Source: an optimization exercise on an open RTL-to-GDS flow (aim: small area, a short achievable clock period and few clock cycles per item). Production flows keep margins and buffers that such runs may drop.
The RTL was checked by simulation tests, not by an equivalence proof against the original design.

### design/flow/design.v
module ltae_fpack (
    input  wire        sa,
    input  wire [7:0]  ea,
    input  wire [25:0] qt,
    input  wire        j,
    output wire [7:0]  idx,
    output wire        dom
);
    wire        hi   = qt[25] | (j & (&qt[24:0]));
    wire        inc1 = qt[0] | j;
    wire        inc2 = qt[1] | (qt[0] & j);
    wire [23:0] p1, p2;
    ltae_inc #(24) u_i1 (.a(qt[24:1]), .y(p1));
    ltae_inc #(24) u_i2 (.a(qt[25:2]), .y(p2));
    wire [24:0] mw   = hi ? {(inc2 ? p2 : qt[25:2]), 1'b0}
                          : {1'b0, (inc1 ? p1 : qt[24:1])};
    wire        tiny = (ea < 8'd97);                       
    assign dom = (ea >= 8'd250) | ((ea == 8'd249) & hi);   
    wire [7:0]  sh   = ea - 8'd97;
    wire [55:0] wide = {31'd0, mw} << sh;
    wire [32:0] G    = wide[55:23];
    wire        st   = |wide[22:0];
    wire [7:0]  fl   = G[32:25];
    wire [24:0] h    = G[24:0];
    wire [7:0]  fl1, nf1;
    ltae_inc #(8) u_i3 (.a(fl), .y(fl1));
    wire [7:0]  ipos = (&h[24:9]) ? fl1 : fl;
    wire [7:0]  nf   = ~fl;
    wire [8:0]  lo   = h[8:0];
    reg         c_lo;
    always @* begin
        casez (nf)
            8'b1???????: c_lo = (lo[8] == 1'b0)  | ((lo == 9'h100) & ~st);
            8'b01??????: c_lo = (lo[8:7] == 2'd0) | ((lo == 9'h080) & ~st);
            8'b001?????: c_lo = (lo[8:6] == 3'd0) | ((lo == 9'h040) & ~st);
            8'b0001????: c_lo = (lo[8:5] == 4'd0) | ((lo == 9'h020) & ~st);
            8'b00001???: c_lo = (lo[8:4] == 5'd0) | ((lo == 9'h010) & ~st);
            8'b000001??: c_lo = (lo[8:3] == 6'd0) | ((lo == 9'h008) & ~st);
            8'b0000001?: c_lo = (lo[8:2] == 7'd0) | ((lo == 9'h004) & ~st);
            8'b00000001: c_lo = (lo[8:1] == 8'd0) | ((lo == 9'h002) & ~st);
            default:     c_lo = (lo == 9'd0)      | ((lo == 9'h001) & ~st);
        endcase
    end
    wire        c    = (h[24:9] == 16'd0) & c_lo;
    ltae_inc #(8) u_i4 (.a(nf), .y(nf1));
    wire [7:0]  ineg = c ? nf1 : nf;
    assign idx = tiny ? 8'd0 : (sa ? ineg : ipos);
endmodule
module ltae_fmul (
    input  wire [23:0] x,
    input  wire [23:0] y,
    output wire [47:0] p
);
    assign p = x * y;
endmodule
module ltae_fmul_rnd (
    input  wire [47:0] p,
    input  wire [9:0]  e,         
    output wire [31:0] y
);
    wire        hi   = p[47];
    wire [23:0] m    = hi ? p[47:24] : p[46:23];
    wire        g    = hi ? p[23] : p[22];
    wire        st   = hi ? (|p[22:0]) : (|p[21:0]);
    wire        up   = g & (st | m[0]);
    wire [23:0] m1, m0;
    ltae_inc #(24) u_i1 (.a(p[47:24]), .y(m1));
    ltae_inc #(24) u_i0 (.a(p[46:23]), .y(m0));
    wire [23:0] mr   = up ? (hi ? m1 : m0) : m;
    wire [9:0]  er   = e + {9'd0, hi} + {9'd0, up & (&m)};
    wire        ovf  = ~er[9] & (er[8] | (er[7:0] == 8'hFF));
    assign y = ovf ? 32'h7F800000 : {1'b0, er[7:0], mr[22:0]};
endmodule
module ltae_fadd (
    input  wire [31:0] a,
    input  wire [31:0] b,
    output wire [31:0] y
);
    wire [7:0]  ea   = a[30:23], eb = b[30:23];
    wire        ge   = (ea >= eb);
    wire [7:0]  dab  = ea - eb;
    wire [7:0]  dba  = eb - ea;
    wire        x_inf = (ea == 8'hFF) | (eb == 8'hFF);
    wire [26:0] ma   = {ea != 8'd0, a[22:0], 3'b000};
    wire [26:0] mb   = {eb != 8'd0, b[22:0], 3'b000};
    wire [27:0] sab, sba;
    ltae_fadd_al u_ab (.mx(ma), .mz(mb), .d(dab), .sum(sab));
    ltae_fadd_al u_ba (.mx(mb), .mz(ma), .d(dba), .sum(sba));
    wire [27:0] sum  = ge ? sab : sba;
    wire [7:0]  ex   = ge ? ea : eb;
    wire        c    = sum[27];
    wire [23:0] m    = c ? sum[27:4] : sum[26:3];
    wire        g    = c ? sum[3] : sum[2];
    wire        st   = c ? (|sum[2:0]) : (|sum[1:0]);
    wire        up   = g & (st | m[0]);
    wire [23:0] m1;
    ltae_inc #(24) u_i (.a(m), .y(m1));
    wire [23:0] mr   = up ? m1 : m;
    wire [8:0]  e    = {1'b0, ex} + {8'd0, c} + {8'd0, up & (&m)};
    wire        ovf  = (e >= 9'd255);
    assign y = (x_inf | ovf) ? 32'h7F800000 : {1'b0, e[7:0], mr[22:0]};
endmodule
module ltae_fadd_al (
    input  wire [26:0] mx,
    input  wire [26:0] mz,
    input  wire [7:0]  d,
    output wire [27:0] sum
);
    reg  [4:0]  tz;                        
    integer     i;
    always @* begin
        tz = 5'd24;
        for (i = 26; i >= 3; i = i - 1)
            if (mz[i]) tz = i[4:0] - 5'd3;
    end
    wire        far  = (d > 8'd26);
    wire [26:0] mzs  = far ? 27'd0 : (mz >> d[4:0]);
    wire        stk  = (tz != 5'd24) & (far | ({3'd0, d[4:0]} > {3'd0, tz} + 8'd3));
    assign sum = {1'b0, mx} + {1'b0, mzs[26:1], mzs[0] | stk};
endmodule
module ltae_inc #(parameter W = 24) (
    input  wire [W-1:0] a,
    output wire [W-1:0] y
);
    genvar i;
    assign y[0] = ~a[0];
    generate
        for (i = 1; i < W; i = i + 1) begin : b
            assign y[i] = a[i] ^ (&a[i-1:0]);
        end
    endgenerate
endmodule
module ltae_div100 (
    input  wire [7:0]  eu,        
    input  wire [25:0] qt,
    output wire [31:0] y
);
    localparam [63:0] JT = 64'hDAD6B6B5AD6D6B5A;    
    wire [5:0]  q6   = qt[5:0];
    wire        j    = JT[q6];
    wire        rnz  = (q6 != 6'd0) & (q6 != 6'd63);   
    wire        b0 = qt[0], b1 = qt[1], b2 = qt[2];
    wire        inc1 = j ? (b0 | rnz | b1) : (b0 & (rnz | b1));
    wire        inc2 = j ? ((b1 & b0) | (b1 & ~b0) | (~b1 & b0 & (rnz | b2)))
                         : (b1 & (b0 | rnz | b2));
    wire        hi   = qt[25] | (j & (&qt[24:0]));
    wire [23:0] p1, p2;
    ltae_inc #(24) u_i1 (.a(qt[24:1]), .y(p1));
    ltae_inc #(24) u_i2 (.a(qt[25:2]), .y(p2));
    wire [23:0] mr   = hi ? (inc2 ? p2 : qt[25:2])
                          : (inc1 ? p1 : qt[24:1]);   
    wire [7:0]  e    = eu - (hi ? 8'd6 : 8'd7);
    assign y = {1'b0, e, mr[22:0]};
endmodule
module ltae_div2pi_fix (
    input  wire [25:0] qt,
    output wire        j
);
    localparam [24:0] MC = 25'd13176795;           
    localparam [24:0] KC = 25'd4 + 25'h0FFFFFF + 25'h007FFFF + 25'h000FFFF + 25'h0000FFF;
    wire [24:0] t  = qt[24:0];
    wire [24:0] nt = ~t;
    function [49:0] csa;
        input [24:0] a, b, c;
        begin
            csa = {((a & b) | (a & c) | (b & c)) << 1, a ^ b ^ c};
        end
    endfunction
    wire [24:0] r0 = t, r1 = t << 2, r2 = t << 5, r3 = t << 22;
    wire [24:0] r4 = nt << 24, r5 = nt << 19, r6 = nt << 16, r7 = nt << 12, r8 = KC;
    wire [24:0] a0, a1, a2, a3, a4, a5, b0, b1, b2, b3, c0, c1, d0, d1;
    assign {a1, a0} = csa(r0, r1, r2);
    assign {a3, a2} = csa(r3, r4, r5);
    assign {a5, a4} = csa(r6, r7, r8);
    assign {b1, b0} = csa(a0, a1, a2);
    assign {b3, b2} = csa(a3, a4, a5);
    assign {c1, c0} = csa(b0, b1, b2);
    assign {d1, d0} = csa(c0, c1, b3);
    wire [24:0] rem = d0 + d1;                     
    assign j = (rem >= MC);
endmodule
module ltae_rom_sin (
    input  wire [6:0]  idx,
    output wire [30:0] val
);
    localparam [4095:0] TAB = 4096'h0000000000000000000000000000000000000000000000000000000000000000000000000000000000000000000000000000000000000000000000000000000000000000000000000000000000000000000000000000000000000000000000000000000000000000000000000000000000000000000000000000000000000000000000000000000000000000000000000000000000000000000000000000000000000000000000000000000000000000000000000000000000000000000000000000000000000000000000000000000000000000000000000000000000000000000000000000000000000000000000000000000000000000000000003F8000003F7FEC433F7FB10F3F7F4E6D3F7EC46D3F7E13243F7D3AAC3F7C3B283F7B14BE3F79C79D3F7853F83F76BA073F74FA0B3F7314473F7109083F6ED89E3F6C835E3F6A09A73F676BD83F64AA593F61C5983F5EBE053F5B941A3F5848533F54DB313F514D3D3F4D9F023F49D1123F45E4033F41D8703F3DAEF93F3968423F3504F33F3085BB3F2BEB4A3F2736563F2267993F1D7FD13F187FC03F13682A3F0E39DA3F08F59B3F039C3D3EFC5D273EF15AEA3EE633753EDAE8803ECF7BCA3EC3EF153EB8442A3EAC7CD43EA09AE53E94A0313E888E933E78CFCC3E605C133E47C5C23E2F10A23E1640833DFAB2733DC8BD363D96A9053D48FB303CC90AB000000000;
    assign val = TAB[{idx, 5'd0} +: 31];
endmodule
module ltae_rom_pow10 (
    input  wire [4:0]  k,
    output wire [31:0] val
);
    localparam [1023:0] TAB = 1024'h0000000000000000000000000000000000000000000000000000000000000000000000000000000000000000000000005F0AC7235D5E0B6B5BB1A2BC5A0E1BCA58635FA956B5E621551184E75368D4A551BA43B7501502F94E6E6B284CBEBC204B1896804974240047C35000461C4000447A000042C80000412000003F800000;
    assign val = TAB[{k, 5'd0} +: 32];
endmodule
module ltae_rom_sqrt (
    input  wire [6:0]  idx,
    output wire [31:0] val
);
    localparam [4095:0] TAB = 4096'h00000000000000000000000000000000000000000000000000000000000000000000000000000000000000000000000000000000000000000000000000000000000000000000000000000000000000000000000000000000000000000000000000000000000000000000000000000000411F32AF411E6455411D94EC411CC471411BF2DF411B2032411A4C65411977744118A15A4117CA114116F196411617E341153CF2411460BE411383414112A4764111C4564110E2DC41100000410F1BBD410E360B410D4EE4410C6641410B7C1A410A90674109A3204108B43D4107C3B64106D1824105DD984104E7EE4103F07B4102F7344101FC104100FF024100000040FDFDFC40FBF7DF40F9ED9140F7DEF640F5CBF240F3B46A40F1983E40EF775140ED517F40EB26A940E8F6A940E6C15A40E4869540E2463040E0000040DDB3D740DB618640D908D940D6A99B40D4439540D1D68940CF623A40CCE66540CA62C240C7D70640C542E140C2A5FE40C0000040BD508740BA972840B7D37540B504F340B22B2040AF456F40AC534540A953FD40A646E140A32B2B40A00000409CC47140997774409617E34092A476408F1BBD408B7C1A4087C3B64083F07B408000004077DEF6406F77514066C15A405DB3D740544395404A62C240400000403504F3402953FD401CC471400F1BBD400000003FDDB3D73FB504F33F80000000000000;
    assign val = TAB[{idx, 5'd0} +: 32];
endmodule
module ltae_lut (
    input  wire        clk,
    input  wire        rst,
    input  wire        start,
    input  wire [1:0]  op,        
    input  wire [31:0] arg0,
    input  wire [31:0] arg1,
    output wire        busy,
    output reg         done,
    output wire [31:0] result,
    output reg         dom_err
);
    localparam OP_SIN = 2'd0, OP_COS = 2'd1, OP_SQRT = 2'd2, OP_HYPOT = 2'd3;
    localparam I_IDLE = 0,
               I_T1   = 1,    
               I_T2   = 2,    
               I_H1   = 3,    
               I_H2   = 4,    
               I_H3   = 5,    
               I_L    = 6,    
               I_F1   = 7,    
               I_F    = 8,    
               I_HANG = 9;    
    localparam NS = 10;
    localparam [1:0] O_SIN = 2'd0, O_SQRT = 2'd1, O_RES = 2'd2;
    localparam [23:0] R_2PI = 24'hA2F983,      
                      R_25  = 24'hA3D70A;      
    localparam [30:0] F_100   = 31'h42C80000,
                      F_10000 = 31'h461C4000;  
    reg [NS-1:0] st;
    reg        cosf;
    reg        sa;         
    reg [7:0]  ea;         
    reg [23:0] mxr, myr;   
    reg [31:0] rb;         
    reg [4:0]  k;          
    reg [7:0]  idx;        
    reg [1:0]  osel;
    assign busy = ~st[I_IDLE];
    function [6:0] trunc100;
        input [30:0] v;
        begin
            if (v[30:23] < 8'd127)
                trunc100 = 7'd0;
            else
                trunc100 = {1'b1, v[22:17]} >> (8'd133 - v[30:23]);
        end
    endfunction
    wire [31:0] sqrt_v, pk_v, pk1_v;
    wire [30:0] sin_mag;
    ltae_rom_sqrt  u_sqrt (.idx(idx[6:0]), .val(sqrt_v));
    ltae_rom_pow10 u_pow  (.k(k), .val(pk_v));
    ltae_rom_pow10 u_pow1 (.k(k + 5'd1), .val(pk1_v));
    wire [6:0] sin_j = idx[6] ? (7'd64 - {1'b0, idx[5:0]}) : {1'b0, idx[5:0]};
    ltae_rom_sin   u_sin  (.idx(sin_j), .val(sin_mag));
    wire [31:0] sin_v = {idx[7] & (sin_mag != 31'd0), sin_mag};
    wire [23:0] fin_m = rb[23:0] + {23'd0, rb[24]};
    wire [7:0]  fin_e = ea + {7'd0, fin_m[23] ^ rb[23]};
    wire [31:0] fin_v = {1'b0, fin_e, fin_m[22:0]};
    assign result = (osel == O_SIN)  ? sin_v :
                    (osel == O_SQRT) ? sqrt_v : fin_v;
    wire [47:0] prod;
    ltae_fmul u_mul (.x(mxr), .y(myr), .p(prod));
    wire [31:0] sq_r;
    ltae_fmul_rnd u_rnd (.p(prod), .e({1'b0, ea, 1'b0} - 10'd127), .y(sq_r));
    wire [31:0] sq = (ea < 8'd114) ? 32'd0 : sq_r;
    wire        f_hi = prod[47];
    wire [23:0] f_m  = f_hi ? prod[47:24] : prod[46:23];
    wire        f_g  = f_hi ? prod[23] : prod[22];
    wire        f_st = f_hi ? (|prod[22:0]) : (|prod[21:0]);
    wire        f_up = f_g & (f_st | f_m[0]);
    wire [7:0]  f_e  = sqrt_v[30:23] + pk_v[30:23] - 8'd127 + {7'd0, f_hi};
    wire [31:0] u_next;
    ltae_div100 u_d100 (.eu(ea), .qt(prod[47:22]), .y(u_next));
    wire        ge_next = ({ea, mxr[22:0]} >= F_10000);
    wire        j2pi;
    wire [7:0]  tidx;
    wire        tdom;
    ltae_div2pi_fix u_fix (.qt(rb[25:0]), .j(j2pi));
    ltae_fpack      u_idx (.sa(sa), .ea(ea), .qt(rb[25:0]), .j(j2pi), .idx(tidx), .dom(tdom));
    wire [31:0] v_sum;
    ltae_fadd u_add (.a(rb), .b({1'b0, ea, mxr[22:0]}), .y(v_sum));
    wire a_nan = (arg0[30:23] == 8'hFF) & (arg0[22:0] != 23'd0);
    wire a_inf = (arg0[30:23] == 8'hFF) & (arg0[22:0] == 23'd0);
    wire b_nan = (arg1[30:23] == 8'hFF) & (arg1[22:0] != 23'd0);
    wire b_inf = (arg1[30:23] == 8'hFF) & (arg1[22:0] == 23'd0);
    wire a_neg = arg0[31] & (arg0[30:0] != 31'd0);
    always @(posedge clk) begin
        if (rst) begin
            st      <= {{(NS-1){1'b0}}, 1'b1};
            done    <= 1'b0;
            dom_err <= 1'b0;
        end else begin
            done    <= 1'b0;
            dom_err <= 1'b0;
            if (st[I_IDLE] & start) begin
                cosf <= op[0];
                sa   <= arg0[31];
                ea   <= arg0[30:23];
                mxr  <= {1'b1, arg0[22:0]};
                myr  <= (op == OP_HYPOT) ? {1'b1, arg0[22:0]} :
                        (op == OP_SQRT)  ? R_25 : R_2PI;
                rb   <= arg1;
                k    <= 5'd0;
                idx  <= {1'b0, trunc100(arg0[30:0])};
                osel <= O_SQRT;
                st[I_IDLE] <= 1'b0;
                case (op)
                    OP_SIN, OP_COS:
                        if (arg0[30:23] == 8'hFF) begin
                            done    <= 1'b1;
                            dom_err <= 1'b1;
                            st[I_IDLE] <= 1'b1;
                        end else
                            st[I_T1] <= 1'b1;
                    OP_SQRT:
                        if (a_nan | a_neg) begin
                            done    <= 1'b1;
                            dom_err <= 1'b1;
                            st[I_IDLE] <= 1'b1;
                        end else if (a_inf)
                            st[I_HANG] <= 1'b1;
                        else if (arg0[30:0] >= F_100)
                            st[I_L] <= 1'b1;
                        else begin
                            done <= 1'b1;
                            st[I_IDLE] <= 1'b1;
                        end
                    default:
                        if (a_nan | b_nan) begin
                            done    <= 1'b1;
                            dom_err <= 1'b1;
                            st[I_IDLE] <= 1'b1;
                        end else if (a_inf | b_inf)
                            st[I_HANG] <= 1'b1;
                        else
                            st[I_H1] <= 1'b1;
                endcase
            end
            if (st[I_T1]) begin
                rb[25:0] <= prod[47:22];
                st[I_T1] <= 1'b0;
                st[I_T2] <= 1'b1;
            end
            if (st[I_T2]) begin
                idx     <= {tidx[7:6] + {1'b0, cosf}, tidx[5:0]};
                osel    <= O_SIN;
                done    <= 1'b1;
                dom_err <= tdom;
                st[I_T2]   <= 1'b0;
                st[I_IDLE] <= 1'b1;
            end
            if (st[I_H1]) begin
                rb  <= sq;                          
                mxr <= {1'b1, rb[22:0]};            
                myr <= {1'b1, rb[22:0]};
                ea  <= rb[30:23];
                st[I_H1] <= 1'b0;
                st[I_H2] <= 1'b1;
            end
            if (st[I_H2]) begin
                ea         <= sq[30:23];            
                mxr[22:0]  <= sq[22:0];
                st[I_H2] <= 1'b0;
                st[I_H3] <= 1'b1;
            end
            if (st[I_H3]) begin
                mxr <= {1'b1, v_sum[22:0]};
                ea  <= v_sum[30:23];
                myr <= R_25;
                idx <= {1'b0, trunc100(v_sum[30:0])};
                st[I_H3] <= 1'b0;
                if (v_sum[30:23] == 8'hFF)
                    st[I_HANG] <= 1'b1;
                else if (v_sum[30:0] >= F_100)
                    st[I_L] <= 1'b1;
                else begin
                    done <= 1'b1;
                    st[I_IDLE] <= 1'b1;
                end
            end
            if (st[I_L]) begin
                mxr <= {1'b1, u_next[22:0]};
                ea  <= u_next[30:23];
                k   <= k + 5'd1;
                idx <= {1'b0, trunc100(u_next[30:0])};
                if (!ge_next) begin
                    myr <= {1'b1, pk1_v[22:0]};
                    st[I_L]  <= 1'b0;
                    st[I_F1] <= 1'b1;
                end
            end
            if (st[I_F1]) begin
                mxr <= {1'b1, sqrt_v[22:0]};
                st[I_F1] <= 1'b0;
                st[I_F]  <= 1'b1;
            end
            if (st[I_F]) begin
                rb[24:0] <= {f_up, f_m};
                ea       <= f_e;
                osel     <= O_RES;
                done     <= 1'b1;
                st[I_F]    <= 1'b0;
                st[I_IDLE] <= 1'b1;
            end
        end
    end
endmodule
### design/flow/run.sh
#!/bin/bash
# synth_recipe.tcl (not shown) runs the flow's synth.tcl, then flattens the netlist and writes it again
# the make line also repeats each setting of config.mk as NAME=value (left out here)
make -C /OpenROAD-flow-scripts/flow DESIGN_CONFIG=/design/flow/config.mk WORK_HOME=/design/flow/orfs CLKGATE_MAP_FILE= SYNTH_SCRIPT=/design/flow/synth_recipe.tcl finish
### design/flow/config.mk
export PLATFORM = sky130hd
export DESIGN_NAME = ltae_lut
export DESIGN_NICKNAME = ltae_lut
export VERILOG_FILES = /design/flow/design.v
export SDC_FILE = /design/flow/constraint.sdc
export NUM_CORES = 4
export LEC_CHECK = 0
export CAP_MARGIN = 40
export CORE_MARGIN = 2
export CORE_UTILIZATION = 45
export SLEW_MARGIN = 40
export SYNTH_MEMORY_MAX_BITS = 65536
### design/flow/constraint.sdc
create_clock -name core_clock -period 24.0 [get_ports {clk}]
set_input_delay 4.8000 -clock core_clock [delete_from_list [all_inputs] [get_ports {clk}]]
set_output_delay 4.8000 -clock core_clock [all_outputs]
set_load 0.01 [all_outputs]
==> metrics.md, run 1 <==
| Metric | Value |
|---|---|
| CP arrival | `about 15 ns` |
| Critical-path top delay cell | `ha_2` |
| Ys Warns | `4` |
| Initial antenna violation count | `8` |
| Share of post-route cells with drive strength above 1 | `roughly 5.4%` |
| Status | `no timing/DRC/antenna violations` |
| Total wire length | `between 200000 and 250000 um` |
| Vias | `a little under 60000` |
| Synthesized area | `53900 sq um` |
| Post-Syn Instances | `about 7400` |
| Clock latency on the worst-skew pair | `between 0.4 and 0.5 ns` |
| CP Max Fanout | `29` |
| RSZ-0062 raised after global routing | `no` |
| I/O pin cnt | `104` |
| First-pass GRT wire length | `about 350000 um` |
| DR WL/cell | `between 20 and 30 um` |
| Post-cts resize count | `0` |
| Final setup vio count | `0` |
| Chip Width | `350 um` |
| CP peak stage delay | `a little over 0.8 ns` |
| Setup bufs post-CTS | `0` |
| Die Ht | `between 300 and 400 um` |
| Post-detail-place hpwl | `between 150000 and 200000 um` |
| CP startpoint kind | `flip-flop` |
| CTS sink count | `around 110` |
| Ys async rst share | `0%` |
| CORE AREA | `roughly 120000 sq um` |
| Hold Buf Count CTS | `0` |
| Fin area | `57300 sq um` |
| TritonCTS Buffers | `17` |
| Clock skew | `between 0.01 and 0.015 ns` |
| Port buffer count | `just over 100` |
| Root buf cell | `clkbuf_16` |
| Clock Pin Slew Worst Setup and Hold Paths | `~0.060 ns` |
| DR pass1 iterations | `9` |
| CP endpoint kind | `flip-flop` |
| M1 WL | `around 94000 um` |
| Total congestion overflow | `0` |
| FF+latch area | `~3300 sq um` |
| Vias in the first global route | `around 55000` |
| Routed Antenna Nets | `0` |
| Synthesized Nets | `8456` |
| Syn Area/Cell | `between 7 and 8 sq um` |
| Met2 Wirelength | `97600 um` |
| Yosys reg bits | `approximately 110` |
| Worst Tran Pin Value | `a little over 0.9 ns` |
| CTS tree | `done` |
| Synth-to-Final Area Change | `6.26%` |
| Largest net degree at the start of global routing | `130` |
| Worst path buffer plus inverter count | `7` |
| Htree depth | `4` |
| Fill cells | `around 12000` |
| Placed cell area | `about 57000 sq um` |
| GRT Util Overall | `37.2%` |
| Commonest non-fill, non-tap cell in the layout | `nand2_1` |
| Initial DRC count | `8133` |
| Max clock buf depth | `2` |
| GPL Wtd Cong | `around 1.1` |
| Routed wl met3 | `roughly 28000 um` |
| DRC Markers | `0` |
| Top FF cell, synth | `edfxtp_1` |
| Number of synthesized flops with an enable pin | `~100` |
| CP required | `24.32 ns` |
| Relative slew margins | `37.6%` |
| Final Critical Period | `approximately 15 ns` |
| Period utilisation layout | `62.9%` |
| Area of the multi-input gates | `about 46000 sq um` |
| Max-Cap Viols | `0` |
| Number of nets in the layout | `8226` |
| Kind of critical path | `flip-flop to flip-flop` |
| TNS Setup | `0 ns` |
| Pins over their slew limit | `0` |
| Worst min path class | `flip-flop to flip-flop` |
| Fmax | `about 66 MHz` |
| Rows | `127` |
| Util after Layout | `between 40 and 50%` |
| Die ar. | `approximately 120000 sq um` |
| Library cells used by synthesis | `between 100 and 150` |
| Final Hold Fails | `0` |
| Cell family with most CP delay | `compound AO/OA/AOI/OAI gates` |
| DR top layer | `met5` |
| DR vias/cell | `6.56` |
| Seq/Total Area, Yosys | `about 6.1%` |
| Initial Util | `45.1%` |
| Commonest non-fill, non-tap cells in the layout | `1071 x nand2_1, 702 x inv_1, 608 x nor2_1` |
==> synth_stat cells, drive strengths merged, types with 71 or more instances <==
cell,n,area share (%)
a211oi,145,2.1
a21oi,523,4.9
a31oi,116,1.3
and2,206,2.4
buf,71,0.59
clkbuf,474,3.3
edfxtp,103,5.7
fa,533,20
ha,441,10
inv,707,4.9
mux2i,142,2.6
nand2,1072,7.5
nand3,164,1.5
nor2,612,4.3
nor3,196,1.8
nor4,72,0.95
o211ai,99,1.4
o21ai,416,3.9
xnor2,208,3.4
==> final cells by class <==
cell class,count,share of cell area (%)
tap,1612,3.52
clock buffer,17,0.742
sequential,114,5.80
clock inverter,14,0.332
inverter,727,4.76
timing repair buffer,296,4.40
antenna,4,0.0175
multi-input combinational,6027,80.4
==> cell families after synthesis <==
logic type,Yosys count,share of synthesized area (%)
buffers and inverters,1272,8.95
AOI/OAI and AO/OA,1938,23.6
muxes,202,4.47
and+or+nand+nor,2648,22.5
xor gates and xnor gates,262,4.27
DFF,114,6.14
adders and majority gates,977,30.1
==> sequential cells by signal (all words and copies together) (netlist names), 2 cells and up <==
signal / flops
rb: 6
u_fix.r0: 25
mxr: 23
myr: 24
k: 5
st: 9
ea: 8
idx: 8
osel: 2
==> worst reg2reg max path: cells and delay by family (launching register included) <==
| kind | cells | cell delay [ns] |
|---|---|---|
| AOI/OAI and AO/OA | 20 | 6.33 |
| xor gates and xnor gates | 1 | 0.15 |
| adders and majority gates | 7 | 2.63 |
| buffers and inverters | 7 | 2.02 |
| DFF | 1 | 0.32 |
| muxes | 1 | 0.48 |
| and+or+nand+nor | 13 | 3.03 |
==> routing by layer <==
metal | track usage (%) | vias to the layer above
met5 | 0.628 | -
met4 | 17.9 | 12
met3 | 8.96 | 708
met2 | 55.2 | 3723
met1 | 50.7 | 28000
li1 | - | 25400
==> path summary, 6_finish.rpt <==
kind	from	to	slack, ns	cells past startpoint
max	ea[0]$_DFFE_PP_	done$_SDFF_PP0_	8.91	49
min	st[0]$_SDFF_PP1_	st[0]$_SDFF_PP1_	0.51	2
max reg2reg	ea[0]$_DFFE_PP_	done$_SDFF_PP0_	8.91	49
min reg2reg	st[0]$_SDFF_PP1_	st[0]$_SDFF_PP1_	0.51	2
==> stage by stage <==
stage / std cells / setup WS [ns] / hold WS [ns]
detailed placement: 8771 / 9.34 / 0.503
global route: 8807 / 7.86 / 0.543
finish: 8811 / 8.91 / 0.514
global placement: 8767 / 9.49 / 0.496
CTS: 8802 / 9.27 / 0.516
floorplan: 7413 / 11.63 / 0.406
Testbench counts, summed over its fixed seeds: cycles 17,410, items 4,000.
==> run 2: changes to the inputs <==
--- a/design/flow/design.v
+++ b/design/flow/design.v
@@ -85,6 +85,4 @@
     wire [26:0] mb   = {eb != 8'd0, b[22:0], 3'b000};
-    wire [27:0] sab, sba;
-    ltae_fadd_al u_ab (.mx(ma), .mz(mb), .d(dab), .sum(sab));
-    ltae_fadd_al u_ba (.mx(mb), .mz(ma), .d(dba), .sum(sba));
-    wire [27:0] sum  = ge ? sab : sba;
+    wire [27:0] sum;
+    ltae_fadd_al u_al (.mx(ge ? ma : mb), .mz(ge ? mb : ma), .d(ge ? dab : dba), .sum(sum));
     wire [7:0]  ex   = ge ? ea : eb;
@@ -181,2 +179,42 @@
 endmodule
+module ltae_fastchk (
+    input  wire [47:0] p,
+    input  wire [2:0]  zs,
+    output wire [6:0]  n,
+    output wire        ok
+);
+    wire [19:0] w  = p[47:28] >> zs;              
+    wire [7:0]  ni = w[19:12];
+    wire [11:0] fr = w[11:0];
+    assign n  = ni[6:0];
+    assign ok = (ni != 8'd0) & (ni <= 8'd99) & (fr != 12'd0) & (fr != 12'hFFF);
+endmodule
+module ltae_mul2pi (
+    input  wire [23:0] ma,
+    output wire [25:0] qt
+);
+    function [95:0] csa;
+        input [47:0] a, b, c;
+        begin
+            csa = {((a & b) | (a & c) | (b & c)) << 1, a ^ b ^ c};
+        end
+    endfunction
+    wire [47:0] m  = {24'd0, ma};
+    wire [47:0] nm = {24'd0, ~ma};
+    localparam [47:0] K = 48'd0 - (48'hFFFFFF << 0) - (48'hFFFFFF << 7)
+                               - (48'hFFFFFF << 11) - (48'hFFFFFF << 16);
+    wire [47:0] r0 = m << 23, r1 = m << 21, r2 = m << 18, r3 = m << 9, r4 = m << 2;
+    wire [47:0] r5 = nm, r6 = nm << 7, r7 = nm << 11, r8 = nm << 16, r9 = K;
+    wire [47:0] a0, a1, a2, a3, a4, a5, b0, b1, b2, b3, c0, c1, d0, d1, e0, e1;
+    assign {a1, a0} = csa(r0, r1, r2);
+    assign {a3, a2} = csa(r3, r4, r5);
+    assign {a5, a4} = csa(r6, r7, r8);
+    assign {b1, b0} = csa(a0, a1, a2);
+    assign {b3, b2} = csa(a3, a4, a5);
+    assign {c1, c0} = csa(b0, b1, r9);
+    assign {d1, d0} = csa(c0, c1, b2);
+    assign {e1, e0} = csa(d0, d1, b3);
+    wire [47:0] p = e0 + e1;
+    assign qt = p[47:22];
+endmodule
 module ltae_rom_sin (
@@ -195,2 +233,32 @@
 endmodule
+module ltae_fastk (
+    input  wire [30:0] u,
+    output reg  [4:0]  k,
+    output reg  [23:0] ck,
+    output wire [2:0]  zs
+);
+    reg [7:0] zc;
+    always @* begin
+        k = 5'd1; ck = 24'd0; zc = 8'd0;
+        if (u >= 31'h7E967699) begin k = 5'd19; ck = 24'hD9C7DD; zc = 8'd4; end
+        else if (u >= 31'h7B4097CE) begin k = 5'd18; ck = 24'hAA2425; zc = 8'd253; end
+        else if (u >= 31'h77F684DF) begin k = 5'd17; ck = 24'h84EC3D; zc = 8'd246; end
+        else if (u >= 31'h749DC5AE) begin k = 5'd16; ck = 24'hCFB11F; zc = 8'd240; end
+        else if (u >= 31'h7149F2CA) begin k = 5'd15; ck = 24'hA24260; zc = 8'd233; end
+        else if (u >= 31'h6E013F39) begin k = 5'd14; ck = 24'hFD87B6; zc = 8'd227; end
+        else if (u >= 31'h6AA56FA6) begin k = 5'd13; ck = 24'hC61206; zc = 8'd220; end
+        else if (u >= 31'h6753C21C) begin k = 5'd12; ck = 24'h9ABE15; zc = 8'd213; end
+        else if (u >= 31'h64078678) begin k = 5'd11; ck = 24'hF1C901; zc = 8'd207; end
+        else if (u >= 31'h60AD78EC) begin k = 5'd10; ck = 24'hBCE508; zc = 8'd200; end
+        else if (u >= 31'h5D5E0B6B) begin k = 5'd9; ck = 24'h9392EF; zc = 8'd193; end
+        else if (u >= 31'h5A0E1BCA) begin k = 5'd8; ck = 24'hE69595; zc = 8'd187; end
+        else if (u >= 31'h56B5E621) begin k = 5'd7; ck = 24'hB424DC; zc = 8'd180; end
+        else if (u >= 31'h5368D4A5) begin k = 5'd6; ck = 24'h8CBCCC; zc = 8'd173; end
+        else if (u >= 31'h501502F9) begin k = 5'd5; ck = 24'hDBE6FF; zc = 8'd167; end
+        else if (u >= 31'h4CBEBC20) begin k = 5'd4; ck = 24'hABCC77; zc = 8'd160; end
+        else if (u >= 31'h49742400) begin k = 5'd3; ck = 24'h8637BD; zc = 8'd153; end
+        else if (u >= 31'h461C4000) begin k = 5'd2; ck = 24'hD1B717; zc = 8'd147; end
+    end
+    assign zs = zc[2:0] - u[25:23];
+endmodule
 module ltae_rom_sqrt (
@@ -224,4 +292,6 @@
                I_F    = 8,    
-               I_HANG = 9;    
-    localparam NS = 10;
+               I_HANG = 9,    
+               I_K    = 10,   
+               I_P    = 11;   
+    localparam NS = 12;
     localparam [1:0] O_SIN = 2'd0, O_SQRT = 2'd1, O_RES = 2'd2;
@@ -240,2 +310,3 @@
     reg [1:0]  osel;
+    reg [2:0]  zs;         
     assign busy = ~st[I_IDLE];
@@ -250,3 +321,3 @@
     endfunction
-    wire [31:0] sqrt_v, pk_v, pk1_v;
+    wire [31:0] sqrt_v, pk_v;
     wire [30:0] sin_mag;
@@ -254,3 +325,2 @@
     ltae_rom_pow10 u_pow  (.k(k), .val(pk_v));
-    ltae_rom_pow10 u_pow1 (.k(k + 5'd1), .val(pk1_v));
     wire [6:0] sin_j = idx[6] ? (7'd64 - {1'b0, idx[5:0]}) : {1'b0, idx[5:0]};
@@ -273,3 +343,4 @@
     wire        f_up = f_g & (f_st | f_m[0]);
-    wire [7:0]  f_e  = sqrt_v[30:23] + pk_v[30:23] - 8'd127 + {7'd0, f_hi};
+    wire [7:0]  f_e0 = sqrt_v[30:23] + pk_v[30:23] - 8'd127;
+    wire [7:0]  f_e  = ea + {7'd0, f_hi};
     wire [31:0] u_next;
@@ -277,2 +348,12 @@
     wire        ge_next = ({ea, mxr[22:0]} >= F_10000);
+    wire [30:0] fk_u = st[I_IDLE] ? arg0[30:0] : {ea, mxr[22:0]};
+    wire [4:0]  fk_k;
+    wire [23:0] fk_c;
+    wire [2:0]  fk_z;
+    ltae_fastk u_fk (.u(fk_u), .k(fk_k), .ck(fk_c), .zs(fk_z));
+    wire [6:0]  fp_n;
+    wire        fp_ok;
+    ltae_fastchk u_fc (.p(prod), .zs(zs), .n(fp_n), .ok(fp_ok));
+    wire [25:0] q2pi_in;
+    ltae_mul2pi u_m2p (.ma({1'b1, arg0[22:0]}), .qt(q2pi_in));
     wire        j2pi;
@@ -302,5 +383,4 @@
                 mxr  <= {1'b1, arg0[22:0]};
-                myr  <= (op == OP_HYPOT) ? {1'b1, arg0[22:0]} :
-                        (op == OP_SQRT)  ? R_25 : R_2PI;
-                rb   <= arg1;
+                myr  <= (op == OP_HYPOT) ? {1'b1, arg0[22:0]} : R_25;
+                rb   <= op[1] ? arg1 : {6'd0, q2pi_in};
                 k    <= 5'd0;
@@ -316,3 +396,3 @@
                         end else
-                            st[I_T1] <= 1'b1;
+                            st[I_T2] <= 1'b1;
                     OP_SQRT:
@@ -324,3 +404,8 @@
                             st[I_HANG] <= 1'b1;
-                        else if (arg0[30:0] >= F_100)
+                        else if (arg0[30:0] >= F_10000) begin
+                            myr <= fk_c;
+                            k   <= fk_k;
+                            zs  <= fk_z;
+                            st[I_P] <= 1'b1;
+                        end else if (arg0[30:0] >= F_100)
                             st[I_L] <= 1'b1;
@@ -341,7 +426,2 @@
             end
-            if (st[I_T1]) begin
-                rb[25:0] <= prod[47:22];
-                st[I_T1] <= 1'b0;
-                st[I_T2] <= 1'b1;
-            end
             if (st[I_T2]) begin
@@ -376,2 +456,4 @@
                     st[I_HANG] <= 1'b1;
+                else if (v_sum[30:0] >= F_10000)
+                    st[I_K] <= 1'b1;
                 else if (v_sum[30:0] >= F_100)
@@ -389,3 +471,2 @@
                 if (!ge_next) begin
-                    myr <= {1'b1, pk1_v[22:0]};
                     st[I_L]  <= 1'b0;
@@ -394,4 +475,24 @@
             end
+            if (st[I_K]) begin
+                myr <= fk_c;
+                k   <= fk_k;
+                zs  <= fk_z;
+                st[I_K] <= 1'b0;
+                st[I_P] <= 1'b1;
+            end
+            if (st[I_P]) begin
+                st[I_P] <= 1'b0;
+                if (fp_ok) begin
+                    idx <= {1'b0, fp_n};
+                    st[I_F1] <= 1'b1;
+                end else begin                      
+                    myr <= R_25;
+                    k   <= 5'd0;
+                    st[I_L] <= 1'b1;
+                end
+            end
             if (st[I_F1]) begin
                 mxr <= {1'b1, sqrt_v[22:0]};
+                myr <= {1'b1, pk_v[22:0]};
+                ea  <= f_e0;
                 st[I_F1] <= 1'b0;
--- a/design/flow/config.mk
+++ b/design/flow/config.mk
@@ -7,2 +7,3 @@
 export LEC_CHECK = 0
+export ABC_AREA = 1
 export CAP_MARGIN = 40
==> run 2 against run 1 <==
Non-clock buffer count fell by 9. Global-route usage grew 2.2 points. Worst setup slack gained 1.1 ns. Still clean on timing, DRC and antenna. Register-to-register slack improved by 1.1 ns. Synthesized area up 12%. First-iteration DRC count up 0.20%. Critical path type unchanged. Final area is 12% higher. Via count rose by 15%.
==> metrics.md, run 2 <==
| Metric | Value |
|---|---|
| Status | `no timing/DRC/antenna violations` |
| Number of synthesized flops with an enable pin | `approximately 110` |
| Largest register FFs | `25` |
| CP peak stage delay | `0.85 ns` |
| Max clock buf depth | `2` |
| Kind of critical path | `flip-flop to flip-flop` |
| DR pass1 iterations | `19` |
| Seq/Total Area, Yosys | `around 5.6%` |
| Top cell type's share of synthesized area | `between 20% and 30%` |
| GPL Wtd Cong | `~1.1` |
| Number of nets in the layout | `about 11000` |
| Final Critical Period | `between 10 and 15 ns` |
| Die ar. | `138000 sq um` |
| Post-synth top area cell | `fa_1` |
| Fmax | `71.4 MHz` |
| Vias | `66600` |
| CTS sink count | `between 100 and 150` |
| Setup bufs post-CTS | `0` |
| Share of post-route cells with drive strength above 1 | `about 4%` |
| DR WL/cell | `approximately 25 um` |
| TNS Setup | `0 ns` |
| Final cell count without fillers | `about 11000` |
| Post-cts resize count | `0` |
| Library cells used by synthesis | `82` |
| Commonest non-fill, non-tap cell in the layout | `nand2_1` |
| Clock latency on the worst-skew pair | `0.48 ns` |
| Root buf cell | `clkbuf_16` |
| Final Hold Fails | `0` |
| Initial DRC count | `slightly above 8000` |
| CP endpoint kind | `flip-flop` |
| Routed Antenna Nets | `0` |
| CP startpoint kind | `flip-flop` |
| Critical-path top delay cell | `edfxtp_1` |
| Total congestion overflow | `0` |
| CORE AREA | `between 100000 and 150000 sq um` |
| Commonest non-fill, non-tap cells in the layout | `2293 x nand2_1, 1714 x inv_1, 699 x nor2_1` |
| Largest net degree at the start of global routing | `95` |
| Htree depth | `4` |
| Relative slew margins | `between 30 and 40%` |
| CP dominant cell by count | `nand2_1` |
| TritonCTS Buffers | `17` |
| Initial Util | `between 40% and 50%` |
| CP Max Fanout | `94` |
| Post-Syn Instances | `between 9000 and 10000` |
| Period utilisation layout | `58.4%` |
| Port buffer count | `about 100` |
| Rows | `134` |
| Worst Tran Pin Value | `0.978 ns` |
| Initial antenna violation count | `16` |
| Yosys reg bits | `118` |
| Clock skew | `0.0154 ns` |
| RSZ-0062 raised after global routing | `no` |
| Post-detail-place hpwl | `about 220000 um` |
| Final setup vio count | `0` |
| Top FF cell, synth | `edfxtp_1` |
| DR vias/cell | `approximately 6` |
| Hold WS | `0.486 ns` |
| Top cells by area, synth | `fa_1 22%, nand2_1 14%, ha_1 12%, inv_1 11%, o21ai_0 5.7%` |
| Worst min path class | `flip-flop to flip-flop` |
| Die Ht | `around 370 um` |
| Ys Warns | `6` |
| Worst path buffer plus inverter count | `13` |
| Synth-to-Final Area Change | `5.94%` |
| Syn Area/Cell | `6.42 sq um` |
| GRT Util Overall | `39.4%` |
| First-pass GRT wire length | `slightly above 400000 um` |
| Total wire length | `approximately 280000 um` |
| Top cells by count, synth | `2293 x nand2_1, 1720 x inv_1, 702 x nor2_1` |
| I/O pin cnt | `104` |
| Max-Cap Viols | `0` |
| Chip Width | `about 370 um` |
| Vias in the first global route | `62700` |
| CTS tree | `done` |
| Ys async rst share | `0%` |
| DRC Markers | `0` |
| CP required | `~24 ns` |
| Top-count cell post-synth | `nand2_1` |
| Synthesized Nets | `10700` |
| Inst Count DP | `around 11000` |
| CP arrival | `roughly 14 ns` |
| Pins over their slew limit | `0` |
| Clock Pin Slew Worst Setup and Hold Paths | `0.07 ns` |
| Synthesized area | `just over 60000 sq um` |
| Cell family with most CP delay | `simple AND/OR/NAND/NOR gates` |
| Hold Buf Count CTS | `0` |
## run 2: changes by cell type after synthesis, sizes merged, moves of 147 or more
cell    previous run  this run
and2             206         1
clkbuf           474       327
inv              707      1741
nand2           1072      2313
nand3            164       616
o21ai            416       755
xnor2            208        57
## run 2: through the flow
step | util, % | setup WS, ns | instance area, sq um
after CTS | 48.1 | 10.26 | 64200
after detailed placement | 47.6 | 10.32 | 63600
after global routing | 48.1 | 8.84 | 64300
final | 48.1 | 9.99 | 64300
after floorplan | - | 13.49 | 60700
after global placement | 47.5 | 10.39 | 63500
## run 2: final cells by class
cell class	count	area [sq um]
timing repair buffer	287	2420
clock inverter	14	154
antenna	5	12.5
fill	14100	69300
inverter	1767	6630
multi-input combinational	7130	49000
sequential	118	3430
tap	1768	2210
clock buffer	18	429
## run 2: routing by layer
layer	global-route usage [%]	wire, um	part of all wire, %	vias to the layer above
li1	-	-	-	30200
met1	53.7	113000	41	32000
met2	58.5	116000	42	3748
met3	9.43	32100	12	584
met4	18.3	15100	5.4	8
met5	0	42	0.015	-
## run 2: path summary, 6_finish.rpt
path,slack [ns],to,depth (start not counted),from
worst max-delay path,9.99,idx[2]$_DFFE_PN_,69,ea[4]$_DFFE_PP_
worst min-delay path,0.49,st[11]$_SDFF_PP0_,1,st[11]$_SDFF_PP0_
worst max register to register,9.99,idx[2]$_DFFE_PN_,69,ea[4]$_DFFE_PP_
worst min register to register,0.49,st[11]$_SDFF_PP0_,1,st[11]$_SDFF_PP0_
## run 2: cell families after synthesis
logic type	Yosys count	synth area share [%]
buffers and inverters	2209	13.9
adder cells (fa/ha/maj)	1223	33.3
AND/OR/NAND/NOR	3973	27.4
XOR/XNOR	182	2.74
multiplexers	3	0.0495
flip-flops	118	5.64
AO/OA/AOI/OAI	1749	16.9
Testbench counts of run 2, summed over its fixed seeds: cycles 11,381, items 4,000.
==> run 3: changes to the inputs <==
==> design/flow/flow/run.sh (new file) <==
#!/bin/bash
# Own flow: the standard layout (standard synthesis, floorplan, placement,
# CTS, routing) at the design's clock period and constraints, with timing
# repair asked to leave extra setup slack, so the layout is optimized for a
# shorter achieved period. Everything else is the standard flow unchanged.
set -euo pipefail
bash standard.sh synth > log_synth.txt 2>&1
bash standard.sh SETUP_SLACK_MARGIN=13 finish > log_layout.txt 2>&1
==> design/flow/standard.sh (new file) <==
#!/bin/bash
# synth_recipe.tcl (not shown) runs the flow's synth.tcl, then flattens the netlist and writes it again
# the make line also repeats each setting of config.mk as NAME=value (left out here)
make -C /OpenROAD-flow-scripts/flow DESIGN_CONFIG=/design/flow/config.mk WORK_HOME=/design/flow/orfs CLKGATE_MAP_FILE= SYNTH_SCRIPT=/design/flow/synth_recipe.tcl "${@:-finish}"
removed: design/flow/run.sh
==> run 3 against run 2 <==
Largest cell class unchanged. Die area unchanged. Synthesized cell count unchanged. Still clean on timing, DRC and antenna. Cell count increased by 1.8%. Fmax increased by 28%. Critical endpoint is now u_fix.r0[5]$_DFFE_PP_. Wire length increased by 4.7%.
==> metrics.md, run 3 <==
| Metric | Value |
|---|---|
| Status | `no timing/DRC/antenna violations` |
| CP required | `roughly 24 ns` |
| Worst min path class | `flip-flop to flip-flop` |
| Top cells by count, synth | `2293 x nand2_1, 1720 x inv_1, 702 x nor2_1` |
| Htree depth | `4` |
| Pins over their slew limit | `0` |
| Top cell type's share of synthesized area | `between 20% and 30%` |
| Rows | `134` |
| Period utilisation layout | `a little under half` |
| Clock skew | `between 0.015 and 0.02 ns` |
| Post-Syn Instances | `approximately 9500` |
| Library cells used by synthesis | `approximately 80` |
| Share of post-route cells with drive strength above 1 | `between 8 and 9%` |
| Port buffer count | `102` |
| Total congestion overflow | `0` |
| Top cells by area, synth | `fa_1 22%, nand2_1 14%, ha_1 12%, inv_1 11%, o21ai_0 5.7%` |
| Number of nets in the layout | `10800` |
| Post-synth top area cell | `fa_1` |
| GPL Wtd Cong | `about 1.1` |
| CP peak stage delay | `approximately 0.6 ns` |
| Largest register FFs | `25` |
| Hold Buf Count CTS | `0` |
| DR pass1 iterations | `6` |
| CTS sink count | `around 120` |
| DR vias/cell | `between 6 and 7` |
| Yosys reg bits | `~120` |
| Final setup vio count | `0` |
| Number of synthesized flops with an enable pin | `106` |
| Post-detail-place hpwl | `roughly 220000 um` |
| Relative slew margins | `28.7%` |
| Pre-CTS setup slack | `10.32 ns` |
| Top-count cell post-synth | `nand2_1` |
| Synthesized area | `around 61000 sq um` |
| TNS Setup | `0 ns` |
| Clock latency on the worst-skew pair | `~0.47 ns` |
| CP arrival | `about 11 ns` |
| Worst Tran Pin Value | `about 1.1 ns` |
| CORE AREA | `134000 sq um` |
| Root buf cell | `clkbuf_16` |
| Seq/Total Area, Yosys | `under 10%` |
| Chip Width | `around 370 um` |
| Final Hold Fails | `0` |
| DRC Markers | `0` |
| Initial Util | `a little under half` |
| Largest net degree at the start of global routing | `67` |
| Critical-path top delay cell | `fa_1` |
| Synth-to-Final Area Change | `13.4%` |
| Clock Pin Slew Worst Setup and Hold Paths | `around 0.070 ns` |
| Ys async rst share | `0%` |
| CTS tree | `done` |
| Die Ht | `371 um` |
| Fmax | `91.4 MHz` |
| GRT Util Overall | `around two fifths` |
| CP Max Fanout | `13` |
| Routed Antenna Nets | `0` |
| Commonest non-fill, non-tap cells in the layout | `2257 x nand2_1, 1681 x inv_1, 670 x nor2_1` |
| Top FF cell, synth | `edfxtp_1` |
| Final Critical Period | `roughly 11 ns` |
| Ys Warns | `6` |
| CP startpoint kind | `flip-flop` |
| TritonCTS Buffers | `17` |
| Util after Layout | `51.5%` |
| Commonest non-fill, non-tap cell in the layout | `nand2_1` |
| First-pass GRT wire length | `417000 um` |
| RSZ-0062 raised after global routing | `yes` |
| Fill cells | `roughly 14000` |
| Total wire length | `just under 300000 um` |
| Vias in the first global route | `between 60000 and 70000` |
| Max-Cap Viols | `0` |
| I/O pin cnt | `104` |
| DR WL/cell | `about 26 um` |
| Vias | `68500` |
| Max clock buf depth | `2` |
| Setup ws final | `approximately 13 ns` |
| Synthesized Nets | `10700` |
| Syn Area/Cell | `between 6 and 7 sq um` |
| Hold WS | `slightly below 0.5 ns` |
| Die ar. | `around 140000 sq um` |
| Initial DRC count | `about 8600` |
| CP endpoint kind | `flip-flop` |
| Kind of critical path | `flip-flop to flip-flop` |
| Initial antenna violation count | `15` |
[run 3: cell counts after synthesis]
Identical to the previous run, type by type.
[run 3: layout make-up]
cell class,instances,area (sq um),area share [%]
multi-input combinational,7133,50600,73.5
inverter,1767,6740,9.79
timing repair buffer,482,5220,7.59
sequential,118,3430,4.98
tap,1768,2210,3.22
clock buffer,18,429,0.624
clock inverter,14,154,0.224
timing repair inverter,3,21.3,0.0309
antenna,8,20.0,0.0291
[run 3: critical path: cells and delay by family (launching register included)]
kind / cells / cell delay, ns
AOI/OAI and AO/OA: 13 / 2.13
adders and majority gates: 10 / 4.22
buffers and inverters: 13 / 1.66
DFF: 1 / 0.45
and+or+nand+nor: 15 / 2.13
[run 3: per-stage QoR]
| stage | instance area [sq um] | instances |
|---|---|---|
| 2_1_floorplan | 60700 | 9457 |
| 3_3_place_gp | 63500 | 11100 |
| 3_5_place_dp | 63600 | 11100 |
| 4_1_cts | 66400 | 11200 |
| 5_1_grt | 68800 | 11300 |
| 6_report | 68800 | 11300 |
[run 3: logic make-up (layout without fill, tap and decap cells)]
family,after synthesis,after routing,share of synthesized area [%]
AO/OA/AOI/OAI,1749,1749,16.9
XOR/XNOR,182,182,2.74
adder cells (fa/ha/maj),1223,1223,33.3
buffers and inverters,2209,2284,13.9
flip-flops,118,118,5.64
multiplexers,3,3,0.0495
other,0,8,0
AND/OR/NAND/NOR,3973,3976,27.4
[run 3: path summary, 6_finish.rpt]
path / slack (ns) / depth (start not counted) / startpoint / endpoint
setup / recovery: 13.06 / 51 / mxr[7]$_DFFE_PP_ / u_fix.r0[5]$_DFFE_PP_
hold / removal: 0.48 / 1 / st[11]$_SDFF_PP0_ / st[11]$_SDFF_PP0_
setup reg to reg: 13.06 / 51 / mxr[7]$_DFFE_PP_ / u_fix.r0[5]$_DFFE_PP_
hold reg to reg: 0.48 / 1 / st[11]$_SDFF_PP0_ / st[11]$_SDFF_PP0_
[run 3: metal layers]
layer | global-route usage (%) | vias to the layer above | share of wire, % | wire, um
met4 | 20.1 | 10 | 6.2 | 17900
met5 | 0 | - | 0.024 | 69
met2 | 59.6 | 4030 | 42 | 121000
met3 | 9.88 | 723 | 12 | 35300
met1 | 55.2 | 33000 | 40 | 116000
li1 | - | 30700 | - | -
[run 3: repair_timing]
| item | CTS | global route |
|---|---|---|
| gates resized for setup | 264 | 360 |
| setup buffers | 71 | 95 |
| pin swaps | 46 | 158 |
| endpoints found under the setup margin | 98 | 69 |
| hold endpoints to repair | 0 | 0 |
| gates cloned | 23 | 13 |
==> run 4: changes to the inputs <==
--- a/design/flow/design.v
+++ b/design/flow/design.v
@@ -53,3 +53,62 @@
 );
-    assign p = x * y;
+    localparam NR = 13;                        
+    wire [26:0] yy = {2'b00, y, 1'b0};
+    wire [47:0] row [0:NR+1];
+    reg  [47:0] negs;
+    reg  [47:0] K;
+    integer i;
+    genvar g;
+    generate
+        for (g = 0; g < NR; g = g + 1) begin : pp
+            wire [2:0]  b    = yy[2*g+2:2*g];
+            wire        neg  = b[2];
+            wire        one  = b[1] ^ b[0];
+            wire        two  = (b == 3'b011) | (b == 3'b100);
+            wire [24:0] raw  = ({25{one}} & {1'b0, x}) | ({25{two}} & {x, 1'b0});
+            wire [25:0] r    = {~neg, raw ^ {25{neg}}};
+            wire [73:0] sh   = {48'd0, r} << (2 * g);
+            assign row[g] = sh[47:0];
+        end
+    endgenerate
+    always @* begin
+        negs = 48'd0;
+        K = 48'd0;
+        for (i = 0; i < NR; i = i + 1) begin
+            negs[2*i] = yy[2*i+2];
+            K = K - (48'd1 << (25 + 2*i));
+        end
+    end
+    assign row[NR]   = negs;
+    assign row[NR+1] = K;
+    function [95:0] csa;
+        input [47:0] a, b, c;
+        begin
+            csa = {((a & b) | (a & c) | (b & c)) << 1, a ^ b ^ c};
+        end
+    endfunction
+    wire [47:0] l1 [0:9];
+    wire [47:0] l2 [0:6];
+    wire [47:0] l3 [0:4];
+    wire [47:0] l4 [0:3];
+    wire [47:0] l5 [0:2];
+    wire [47:0] l6 [0:1];
+    assign {l1[1], l1[0]} = csa(row[0],  row[1],  row[2]);
+    assign {l1[3], l1[2]} = csa(row[3],  row[4],  row[5]);
+    assign {l1[5], l1[4]} = csa(row[6],  row[7],  row[8]);
+    assign {l1[7], l1[6]} = csa(row[9],  row[10], row[11]);
+    assign {l1[9], l1[8]} = csa(row[12], row[13], row[14]);
+    assign {l2[1], l2[0]} = csa(l1[0], l1[1], l1[2]);
+    assign {l2[3], l2[2]} = csa(l1[3], l1[4], l1[5]);
+    assign {l2[5], l2[4]} = csa(l1[6], l1[7], l1[8]);
+    assign l2[6] = l1[9];
+    assign {l3[1], l3[0]} = csa(l2[0], l2[1], l2[2]);
+    assign {l3[3], l3[2]} = csa(l2[3], l2[4], l2[5]);
+    assign l3[4] = l2[6];
+    assign {l4[1], l4[0]} = csa(l3[0], l3[1], l3[2]);
+    assign l4[2] = l3[3];
+    assign l4[3] = l3[4];
+    assign {l5[1], l5[0]} = csa(l4[0], l4[1], l4[2]);
+    assign l5[2] = l4[3];
+    assign {l6[1], l6[0]} = csa(l5[0], l5[1], l5[2]);
+    assign p = l6[0] + l6[1];
 endmodule
@@ -191,30 +250,2 @@
 endmodule
-module ltae_mul2pi (
-    input  wire [23:0] ma,
-    output wire [25:0] qt
-);
-    function [95:0] csa;
-        input [47:0] a, b, c;
-        begin
-            csa = {((a & b) | (a & c) | (b & c)) << 1, a ^ b ^ c};
-        end
-    endfunction
-    wire [47:0] m  = {24'd0, ma};
-    wire [47:0] nm = {24'd0, ~ma};
-    localparam [47:0] K = 48'd0 - (48'hFFFFFF << 0) - (48'hFFFFFF << 7)
-                               - (48'hFFFFFF << 11) - (48'hFFFFFF << 16);
-    wire [47:0] r0 = m << 23, r1 = m << 21, r2 = m << 18, r3 = m << 9, r4 = m << 2;
-    wire [47:0] r5 = nm, r6 = nm << 7, r7 = nm << 11, r8 = nm << 16, r9 = K;
-    wire [47:0] a0, a1, a2, a3, a4, a5, b0, b1, b2, b3, c0, c1, d0, d1, e0, e1;
-    assign {a1, a0} = csa(r0, r1, r2);
-    assign {a3, a2} = csa(r3, r4, r5);
-    assign {a5, a4} = csa(r6, r7, r8);
-    assign {b1, b0} = csa(a0, a1, a2);
-    assign {b3, b2} = csa(a3, a4, a5);
-    assign {c1, c0} = csa(b0, b1, r9);
-    assign {d1, d0} = csa(c0, c1, b2);
-    assign {e1, e0} = csa(d0, d1, b3);
-    wire [47:0] p = e0 + e1;
-    assign qt = p[47:22];
-endmodule
 module ltae_rom_sin (
@@ -356,4 +387,2 @@
     ltae_fastchk u_fc (.p(prod), .zs(zs), .n(fp_n), .ok(fp_ok));
-    wire [25:0] q2pi_in;
-    ltae_mul2pi u_m2p (.ma({1'b1, arg0[22:0]}), .qt(q2pi_in));
     wire        j2pi;
@@ -383,4 +412,5 @@
                 mxr  <= {1'b1, arg0[22:0]};
-                myr  <= (op == OP_HYPOT) ? {1'b1, arg0[22:0]} : R_25;
-                rb   <= op[1] ? arg1 : {6'd0, q2pi_in};
+                myr  <= (op == OP_HYPOT) ? {1'b1, arg0[22:0]} :
+                        (op == OP_SQRT)  ? R_25 : R_2PI;
+                rb   <= arg1;
                 k    <= 5'd0;
@@ -396,3 +426,3 @@
                         end else
-                            st[I_T2] <= 1'b1;
+                            st[I_T1] <= 1'b1;
                     OP_SQRT:
@@ -426,2 +456,7 @@
             end
+            if (st[I_T1]) begin
+                rb[25:0] <= prod[47:22];
+                st[I_T1] <= 1'b0;
+                st[I_T2] <= 1'b1;
+            end
             if (st[I_T2]) begin
==> design/flow/flow/run.sh (replaced) <==
#!/bin/bash
# Own flow: the standard layout at the design's clock period and
# constraints, with two changes in how it is made:
#  - synthesis is the standard one except that full/half adders are not
#    extracted into adder cells (ADDER_MAP_FILE empty), so ABC maps the
#    arithmetic as ordinary gates; registers are unchanged;
#  - timing repair is asked to leave extra setup slack, so the layout is
#    optimized for a shorter achieved period.
set -euo pipefail
bash standard.sh ADDER_MAP_FILE= synth > log_synth.txt 2>&1
bash standard.sh SETUP_SLACK_MARGIN=15 finish > log_layout.txt 2>&1
==> run 4 against run 3 <==
Sequential share of layout area up 0.19 points. Synthesized area down 1.9%. Flip-flop and latch count up 1. Global-route usage up 7.0 points. First-iteration DRC count up 52%. Register-to-register slack better by 2.2 ns. Die area down 1.9%. Clock skew about the same. Utilization down 0.73 points. Worst setup slack better by 1.7 ns. Critical path depth down 40. Critical path type is now flip-flop to output pin. Critical endpoint is now result[4]. Highest routed layer unchanged.
==> metrics.md, run 4 <==
| Metric | Value |
|---|---|
| Port buffer count | `approximately 100` |
| Status | `no timing/DRC/antenna violations` |
| CP startpoint kind | `flip-flop` |
| Worst Tran Pin Value | `~1 ns` |
| Critical-path top delay cell | `a32oi_2` |
| Kind of critical path | `flip-flop to output pin` |
| Placed cell area | `roughly 62000 sq um` |
| Hold Crit Depth | `1` |
| Largest register FFs | `25` |
| Top cells by area, synth | `nand2_1 31%, nand3_1 14%, inv_1 8.0%, nor2_1 5.8%, o21ai_0 5.4%` |
| Final Hold Fails | `0` |
| Number of synthesized flops with an enable pin | `approximately 110` |
| Rows | `between 100 and 150` |
| RSZ-0062 raised after global routing | `yes` |
| Synth Area in Compound Gates | `17.3%` |
| Seq/Total Area, Yosys | `about 5.8%` |
| GPL Wtd Cong | `1.11` |
| Max-Cap Viols | `0` |
| Htree depth | `4` |
| Fmax | `between 100 and 150 MHz` |
| DR pass1 iterations | `16` |
| Clock Pin Slew Worst Setup and Hold Paths | `around 0.08 ns` |
| Pins over their slew limit | `0` |
| Post-Syn Instances | `12300` |
| Library cells used by synthesis | `93` |
| Crit Reg-Reg Endpoint | `idx[0]$_DFFE_PN_` |
| Total congestion overflow | `0` |
| Final setup vio count | `0` |
| Synthesized area | `approximately 60000 sq um` |
| Initial antenna violation count | `32` |
| FF-to-FF setup slack | `between 15 and 20 ns` |
| Yosys reg bits | `119` |
| Initial DRC count | `13200` |
| Vias in the first global route | `roughly 80000` |
| DRC Markers | `0` |
| Syn Area/Cell | `4.86 sq um` |
| Fill cells | `between 10000 and 15000` |
| Post-synth top area cell | `nand2_1` |
| Initial Util | `45.3%` |
| Reg-to-reg critical path startpoint | `ea[7]$_DFFE_PP_` |
| Xor/xnor share of the synthesized area | `5.32%` |
| CP required | `19.20 ns` |
| Commonest non-fill, non-tap cells in the layout | `4853 x nand2_1, 1612 x nand3_1, 1220 x inv_1` |
| Clock skew | `~0.017 ns` |
| Die ar. | `between 100000 and 150000 sq um` |
| Period utilisation layout | `a little under two fifths` |
| Reg2Reg Depth | `51` |
| Routed Antenna Nets | `0` |
| CTS sink count | `119` |
| Ys Warns | `6` |
| CP cell instances | `buf_4 -> inv_1 -> buf_4 -> nor2_4 -> inv_1 -> nor2_2 -> nand2_1 -> a32oi_2 -> nand2_1 -> nand3_4 -> clkdlybuf4s50_1` |
| Max clock buf depth | `2` |
| Share of post-route cells with drive strength above 1 | `under 10%` |
| Worst min path class | `flip-flop to flip-flop` |
| Synthesized Nets | `~12000` |
| Synth-to-Final Area Change | `12.0%` |
| Ys async rst share | `0%` |
| TNS Setup | `0 ns` |
| Top FF cell, synth | `edfxtp_1` |
| Commonest non-fill, non-tap cell in the layout | `nand2_1` |
| Largest family of logic cells by synthesized area | `simple AND/OR/NAND/NOR gates` |
| CP arrival | `between 4 and 5 ns` |
| GRT Util Overall | `between 40% and 50%` |
| Largest net degree at the start of global routing | `64` |
| CP peak stage delay | `0.64 ns` |
| Relative slew margins | `a little under a third` |
| Clock latency on the worst-skew pair | `0.49 ns` |
| Total wire length | `roughly 340000 um` |
| Fin area | `between 60000 and 70000 sq um` |
| Adder-cell share of the synthesized area | `0%` |
| I/O pin cnt | `104` |
| WHS Endpoint | `st[11]$_SDFF_PP0_` |
| Number of nets in the layout | `12300` |
| TritonCTS Buffers | `17` |
| Post-synthesis simple-gate area fraction | `around three fifths` |
| CORE AREA | `approximately 130000 sq um` |
| CP Max Fanout | `22` |
| Final Critical Period | `slightly above 9 ns` |
| Vias | `just under 90000` |
| First-pass GRT wire length | `489000 um` |
| Chip Width | `368 um` |
| Die Ht | `around 370 um` |
| Top cells by count, synth | `4933 x nand2_1, 1645 x nand3_1, 1275 x inv_1` |
| Top-count cell post-synth | `nand2_1` |
| Multiplexer area fraction after synthesis | `less than 1%` |
| Top cell type's share of synthesized area | `approximately 31%` |
| DR WL/cell | `around 24 um` |
| DR vias/cell | `approximately 6.3` |
| HP Start | `st[11]$_SDFF_PP0_` |
| Root buf cell | `clkbuf_16` |
| CTS tree | `done` |
| CP endpoint kind | `output pin` |
| Post-detail-place hpwl | `261000 um` |
-- run 4: per-layer routing --
metal / wire, um / up-vias / GRT usage [%]
met5: 252 / - / 0
met4: 38400 / 40 / 41.5
met3: 47500 / 1845 / 15.0
met2: 136000 / 6327 / 70.0
met1: 119000 / 39500 / 55.3
li1: - / 40200 / -
-- run 4: worst max-delay path by stage --
stage	end	depth (start not counted)	startpoint	slack [ns]
2_1_floorplan	result[7]	14	idx[0]$_DFFE_PN_	16.12
3_3_place_gp	zs[0]$_DFFE_PP_	16	arg0[17]	12.88
3_5_place_dp	mxr[9]$_DFFE_PP_	56	myr[9]$_DFFE_PN_	12.90
4_1_cts	result[20]	17	idx[0]$_DFFE_PN_	14.77
5_1_grt	result[22]	17	idx[0]$_DFFE_PN_	14.77
6_report	result[4]	11	idx[5]$_DFFE_PN_	14.81
-- run 4: logic make-up after synthesis --
logic type                after synthesis
DFF                                   119
and+or+nand+nor                      8150
AOI/OAI and AO/OA                    1749
xor gates and xnor gates              355
muxes                                   5
buffers and inverters                1881
-- run 4: what timing repair did --
action | in CTS | in global routing
resized for setup | 296 | 450
hold buffers | 0 | 0
endpoints found under the setup margin | 142 | 142
gates cloned | 15 | 14
setup buffers | 49 | 132
pin swaps | 29 | 61
-- run 4: layout make-up --
type | count | area, sq um | area share (%)
Multi-Input combinational cell | 10300 | 50700 | 76.0
Inverter | 1379 | 5550 | 8.33
Timing Repair Buffer | 455 | 4200 | 6.29
Sequential cell | 119 | 3450 | 5.17
Tap cell | 1755 | 2200 | 3.29
Clock buffer | 17 | 425 | 0.638
Clock inverter | 15 | 158 | 0.236
Timing Repair inverter | 3 | 20.0 | 0.0300
Antenna cell | 8 | 20.0 | 0.0300
-- run 4: metrics by stage --
stage	hold WS [ns]	utilization [%]	setup slack [ns]	cells
4_1_cts	0.466	48.5	14.77	13900
3_5_place_dp	0.456	46.8	12.90	13800
6_report	0.487	50.7	14.81	14000
3_3_place_gp	0.443	46.7	12.88	13800
5_1_grt	0.503	50.7	14.77	14000
2_1_floorplan	0.421	-	16.12	12300
-- run 4: worst max-delay path, delay by kind of cell, from the launching register on --
family	cells	cell delay [ns]
AND/OR/NAND/NOR	5	1.32
flip-flops	1	0.32
buffers and inverters	5	1.59
AO/OA/AOI/OAI	1	0.64
Testbench counts of run 4, summed over its fixed seeds: cycles 13,411, items 4,000.

## separate check: timing with driven ports
Ports are ideal in the flow. The routed layouts listed here were re-timed in OpenROAD.
Step 1 assumes that a clkbuf_16 drives the clock port and a buf_2 every other input.
Step 2 also shifts input and output timing later by t, the mid clock arrival at the registers, as if the neighbouring blocks saw the same clock.
a / b / c = no drivers / after step 1 / after step 2; a / b = the first two.
run	shift t [ns]	setup slack, ns	slew at the worst register clock pin (ns)
run 1	0.520	8.908 / 8.908 / 8.908	0.07 / 0.07
run 2	0.541	9.995 / 9.995 / 9.995	0.07 / 0.07
run 3	0.532	13.063 / 13.063 / 12.733	0.07 / 0.07
run 4	0.546	14.813 / 14.747 / 14.509	0.08 / 0.08
After both steps every run listed still meets setup and hold. The setup slack of run 3, which loses most, moves by 0.000 ns with the drivers and by -0.330 ns with both steps.
